Context: an optimization exercise on an open-source flow, tuned for small area, a short achievable clock period and few clock cycles per item. The choices shown serve that exercise and are no tape-out recipe.
The RTL was checked by simulation tests, not by an equivalence proof against the original design.
Power and IR drop assume default switching activity.

--- flow/run.sh ---
#!/bin/bash
# synth_recipe.tcl (not shown) runs the flow's synth.tcl, then flattens the netlist and writes it again
# the make line also repeats each setting of config.mk as NAME=value (left out here)
make -C /OpenROAD-flow-scripts/flow DESIGN_CONFIG=/design/flow/config.mk WORK_HOME=/design/flow/orfs CLKGATE_MAP_FILE= SYNTH_SCRIPT=/design/flow/synth_recipe.tcl finish
--- flow/config.mk ---
export PLATFORM = sky130hd
export DESIGN_NAME = p521_fau
export DESIGN_NICKNAME = p521_fau
export VERILOG_FILES = /design/flow/design.v
export SDC_FILE = /design/flow/constraint.sdc
export NUM_CORES = 8
export LEC_CHECK = 0
export CAP_MARGIN = 40
export CELL_PAD_IN_SITES_DETAIL_PLACEMENT = 1
export CELL_PAD_IN_SITES_GLOBAL_PLACEMENT = 2
export CORE_MARGIN = 2
export CORE_UTILIZATION = 20
export GPL_ROUTABILITY_DRIVEN = 1
export SLEW_MARGIN = 40
--- flow/constraint.sdc ---
create_clock -name core_clock -period 22.0 [get_ports {clk}]
set_input_delay 4.4000 -clock core_clock [delete_from_list [all_inputs] [get_ports {clk}]]
set_output_delay 4.4000 -clock core_clock [all_outputs]
set_load 0.01 [all_outputs]
--- flow/design.v ---
module p521_fau (
    input  wire         clk,
    input  wire         rst,       
    input  wire         start,
    input  wire [2:0]   op,
    input  wire [520:0] a,
    input  wire [520:0] b,
    output wire         ready,
    output reg          done,
    output wire [520:0] y
);
    localparam [2:0] OP_ADD = 3'd0;
    localparam [2:0] OP_SUB = 3'd1;
    localparam [2:0] OP_NEG = 3'd2;
    localparam [2:0] OP_MUL = 3'd3;
    localparam [2:0] OP_SQR = 3'd4;
    localparam [1:0] S_IDLE = 2'd0;
    localparam [1:0] S_ADD  = 2'd1;   
    localparam [1:0] S_MUL  = 2'd2;   
    reg [1:0]   state;
    reg [2:0]   op_r;
    reg [520:0] a_r;
    reg [520:0] b_r;       
    reg [520:0] acc;
    reg [9:0]   cnt;
    reg [520:0] add_x;
    reg [520:0] add_z;
    wire [521:0] sum    = {1'b0, add_x} + {1'b0, add_z};
    wire [520:0] folded = sum[520:0] + {520'd0, sum[521]};
    wire [520:0] add_r  = (&folded) ? 521'd0 : folded;
    always @(*) begin
        case (state)
            S_MUL: begin
                add_x = {acc[519:0], acc[520]};            
                add_z = b_r[520] ? a_r : 521'd0;
            end
            default: begin
                case (op_r)
                    OP_SUB:  begin add_x = a_r;    add_z = ~b_r; end  
                    OP_NEG:  begin add_x = 521'd0; add_z = ~a_r; end  
                    default: begin add_x = a_r;    add_z = b_r;  end
                endcase
            end
        endcase
    end
    assign ready = (state == S_IDLE);
    assign y     = acc;
    always @(posedge clk) begin
        if (rst) begin
            state <= S_IDLE;
            done  <= 1'b0;
            op_r  <= OP_ADD;
            cnt   <= 10'd0;
        end else begin
            done <= 1'b0;
            case (state)
                S_IDLE: begin
                    if (start) begin
                        op_r <= op;
                        a_r  <= a;
                        b_r  <= (op == OP_SQR) ? a : b;
                        acc  <= 521'd0;
                        cnt  <= 10'd0;
                        state <= (op == OP_MUL || op == OP_SQR) ? S_MUL : S_ADD;
                    end
                end
                S_ADD: begin
                    acc   <= add_r;
                    done  <= 1'b1;
                    state <= S_IDLE;
                end
                S_MUL: begin
                    acc <= add_r;
                    b_r <= {b_r[519:0], 1'b0};
                    cnt <= cnt + 10'd1;
                    if (cnt == 10'd520) begin
                        done  <= 1'b1;
                        state <= S_IDLE;
                    end
                end
                default: state <= S_IDLE;
            endcase
        end
    end
endmodule
==> run summary <==
----------------------------------------------------
[Global routing]
  Gr ovfl total ... 0
  Number of global-route vias before repair ... 215000
  Largest net degree at the start of global routing ... between 150 and 200
  Total routing resource utilization after global routing ... between 40% and 50%
  Antenna violations before repair ... roughly 520
  Global-route wire length before repair ... about 2500000 um

[Yosys]
  EDFF count, synth ... around 1600
  Post-synthesis cell count ... 23000
  Commonest register cell after synthesis ... sky130_fd_sc_hd__edfxtp_1
  Top post-synthesis cells by area ... sky130_fd_sc_hd__edfxtp_1 (28%), sky130_fd_sc_hd__nand2_1 (9.2%), sky130_fd_sc_hd__o21ai_0 (7.6%), sky130_fd_sc_hd__a21oi_1 (6.7%), sky130_fd_sc_hd__ha_1 (3.9%)
  Top-count cell post-synth ... sky130_fd_sc_hd__nand2_1
  Net count of the mapped netlist ... around 25000
  Most frequent cells after synthesis ... sky130_fd_sc_hd__nand2_1 (4139), sky130_fd_sc_hd__o21ai_0 (2573), sky130_fd_sc_hd__a21oi_1 (2245), sky130_fd_sc_hd__edfxtp_1 (1563), sky130_fd_sc_hd__nor2_1 (1497)
  Distinct cell type count after synthesis ... between 100 and 150
  Share of the synthesized area in the top cell type ... between 20% and 30%
  Yosys top cell by area ... sky130_fd_sc_hd__edfxtp_1
  Number of register bits inferred by synthesis ... roughly 1600
  Share of flip-flops with an asynchronous set or reset ... 0%
  Synth warn ... 1
  Combined area of all synthesized cells ... about 170000 sq um
  Sequential share of the synthesized area ... between 20% and 30%
  Per-instance average area after synthesis ... around 7.3 sq um

[Cells and area]
  Fraction of layout instances using a drive strength above 1 ... between 10% and 20%
  Layout overhead on the synthesized area ... 33.4%
  Final net count ... 26900
  Count of fill cells added during filler insertion ... around 100000

[Drt]
  Pre-Repair DR Iteration Count ... 6
  Number of DRC violations after detailed-routing iteration 0 ... between 30000 and 40000
  Detailed Route WL ... just over 2000000 um
  DRC Markers ... 0
  Mean routed wirelength per cell ... around 56 um
  Via count ... between 200k and 250k
  Per-cell via count in the routed design ... approximately 6.4
  Antenna violation net count after detailed routing ... 0

[Timing]
  Setup repair after global routing missed its margin ... false
  Maximum clock frequency ... between 50 and 60 MHz
  Final count of hold timing violations ... 0
  Final worst setup slack ... between 2 and 2.5 ns
  Normalized max-slew margin ... 23.3%
  Measured slew at the worst slew-check pin ... between 1 and 1.5 ns
  Number of max-slew violations in the final report ... 0
  Final period util ... between 80% and 90%
  Shortest clock period the worst path allows after layout ... between 15 and 20 ns
  # setup viols final ... 0
  Layout Skew ... about 0.12 ns
  Total Neg Setup Slack ... 0 ns

[Clock tree]
  Clock buffer count from CTS ... 208
  Total of cells resized after clock tree synthesis ... 0
  Clock latency at the later pin of the worst-skew pair ... 1.07 ns
  Sink Count ... 1579
  Level count of the clock H-tree ... 4
  Post-CTS Setup Inserts ... 0
  Max clock buf depth ... 4
  Clock root buffer ... sky130_fd_sc_hd__clkbuf_16
  Clock tree from TritonCTS ... built
  Post-CTS Hold Fix Bufs ... 0
  Clock transition at path regs ... 0.06 ns

[Floorplanning]
  Number of I/O pins ... roughly 1600
  Overall die height ... between 900 and 1000 um
  Std cell rows ... 337
  Die X-Extent ... 922 um
  Die Footprint ... 850000 sq um
  Area of the core ... 841000 sq um
  Initial cell density of the core ... between 20% and 30%

[Power and ir drop]
  VDD IR-drop max ... 0.0651 mV
  Leakage Power ... 0.0706 uW
  Areal power density over the cells ... 103 nW/um^2

[Place]
  Routability Congestion ... 1.28
  Worst slack at placement ... 3.09 ns
  Port-buffer cells ... approximately 1600
  Estimated wirelength of the detail-placed design ... 1830000 um

[Worst setup path]
  Peak fanout along the critical path ... between 150 and 200
  Worst Setup Path Type ... reg2reg
  Req. time, crit path ... 22.66 ns
  Most common cell type on the critical path ... sky130_fd_sc_hd__buf_4
  Worst Setup End Kind ... flop
  Nature of the critical path startpoint ... flop
  R2R setup slack ... between 2 and 2.5 ns
  Largest stage delay, worst path ... slightly above 1 ns
  Slowest stage cell, crit path ... sky130_fd_sc_hd__or4_1
  Arrival time reported for the critical path endpoint ... approximately 20 ns

[Worst hold path]
  Worst min-delay path class ... reg2reg

[Run status]
  Status ... finished clean

[Job]
  Number of max-capacitance violations reported ... 0

----------------------------------------------------
[power breakdown]
| group | internal, uW | total [uW] | switching (uW) |
|---|---|---|---|
| clock | 2030 | 3640 | 1610 |
| combinational | 3480 | 15600 | 12100 |
| sequential | 3650 | 3990 | 337 |
| total | 9160 | 23200 | 14100 |
[critical path, delay by kind of cell (launching register included)]
kind | cells | cell delay, ns
compound gates | 7 | 1.03
xor+xnor | 1 | 0.56
fa+ha+maj | 4 | 1.81
buf+inv | 10 | 3.03
flops | 1 | 0.34
simple gates | 27 | 11.78
[worst paths after layout]
check,startpoint,end,depth (start not counted)
setup / recovery,state[0]$_SDFFE_PP0P_,acc[196]$_SDFFCE_PP0P_,49
hold / removal,cnt[5]$_SDFFE_PP0P_,cnt[5]$_SDFFE_PP0P_,2
setup reg to reg,state[0]$_SDFFE_PP0P_,acc[196]$_SDFFCE_PP0P_,49
hold reg to reg,cnt[5]$_SDFFE_PP0P_,cnt[5]$_SDFFE_PP0P_,2
[layer usage]
| metal | GRT usage, % | vias up | share of wire, % | wire length, um |
|---|---|---|---|---|
| met5 | 0.836 | - | 0.092 | 1880 |
| met4 | 24.6 | 160 | 6.6 | 136000 |
| met3 | 20.2 | 2868 | 13 | 264000 |
| met2 | 59.1 | 16200 | 37 | 754000 |
| met1 | 62.9 | 124000 | 44 | 899000 |
| li1 | - | 93100 | - | - |
[flip-flops by register name (all words and copies together) (netlist names)]
name and flops:
state 2, acc 521, op_r 3, a_r 521, done 1, cnt 10, b_r 521
[layout make-up]
class                   count  area, sq um  area share [%]
repair buffers           3490        31500            14.0
well taps               11200        14000            6.22
diodes                    332          831           0.369
flip-flops and latches   1579        47300            21.0
inverters                 189          717           0.319
multi-input cells       19800       124000            55.0
clock buffers             244         5410            2.41
clock inverters           141         1480           0.656
[layout by cell type (no fill, tap or decap), drive strengths merged, types with 91 or more instances in the layout]
cell and instances:
a211oi 354, a21boi 91, a21o 140, a21oi 2245
a221oi 132, a31oi 165, and2 251, and3 219
and4 230, buf 1918, clkbuf 246, clkdlybuf4s50 1570
diode 332, edfxtp 1563, ha 529, inv 203
mux2i 557, nand2 4139, nand3 733, nand4 957
nor2 1497, nor3 654, nor4 779, o211ai 139
o21a 100, o21ai 2644, o21bai 104, o22ai 543
o31ai 201, or2 112, or3 211, or4 157
xnor2 432, xor2 301
[cell families after synthesis]
group,share of synthesized area (%)
muxes,3.45
AOI/OAI and AO/OA,26.9
adders and majority gates,3.94
and+or+nand+nor,30.3
xor gates and xnor gates,3.81
buffers and inverters,3.64
DFF,28.0
[per-stage QoR]
stage          hold WS, ns  instances  power, uW  instance area (sq um)  utilization [%]
3_3_place_gp         0.463      36200      18100                 212000             25.1
6_report             0.507      37000      23200                 225000             26.7
3_5_place_dp         0.493      36300      18400                 216000             25.7
5_1_grt              0.542      36800      23000                 224000             26.7
4_1_cts              0.502      36600      22100                 223000             26.5
2_1_floorplan        0.453      23000       9120                 169000                -
Testbench counts, summed over its fixed seeds: cycles 631,928, ops 2,400.

[afterwards: timing with drivers on the ports]
In the flow no input, the clock included, has a driving cell. The finished layout below was timed again as built, in two steps.
Step 1 assumes that a clkbuf_16 drives the clock port and a buf_2 every other input.
Step 2, shift: input delay + t, output delay - t, t = (earliest + latest rising clock arrival at the registers) / 2. This alone moves slack from input paths to output paths.
a / b / c = ideal ports / drivers / drivers and shift; a / b = the first two.
t, ns: 1.176
setup WS [ns]: 2.258 / 2.258 / 2.258
hold WS [ns]: 0.507 / 0.507 / 0.507
slew at the worst register clock pin (ns): 0.07 / 0.07
pins driven straight from the clock port: 1
After both steps setup and hold are still met in this run. The setup slack of this run moves by 0.000 ns with the drivers and by 0.000 ns with both steps.
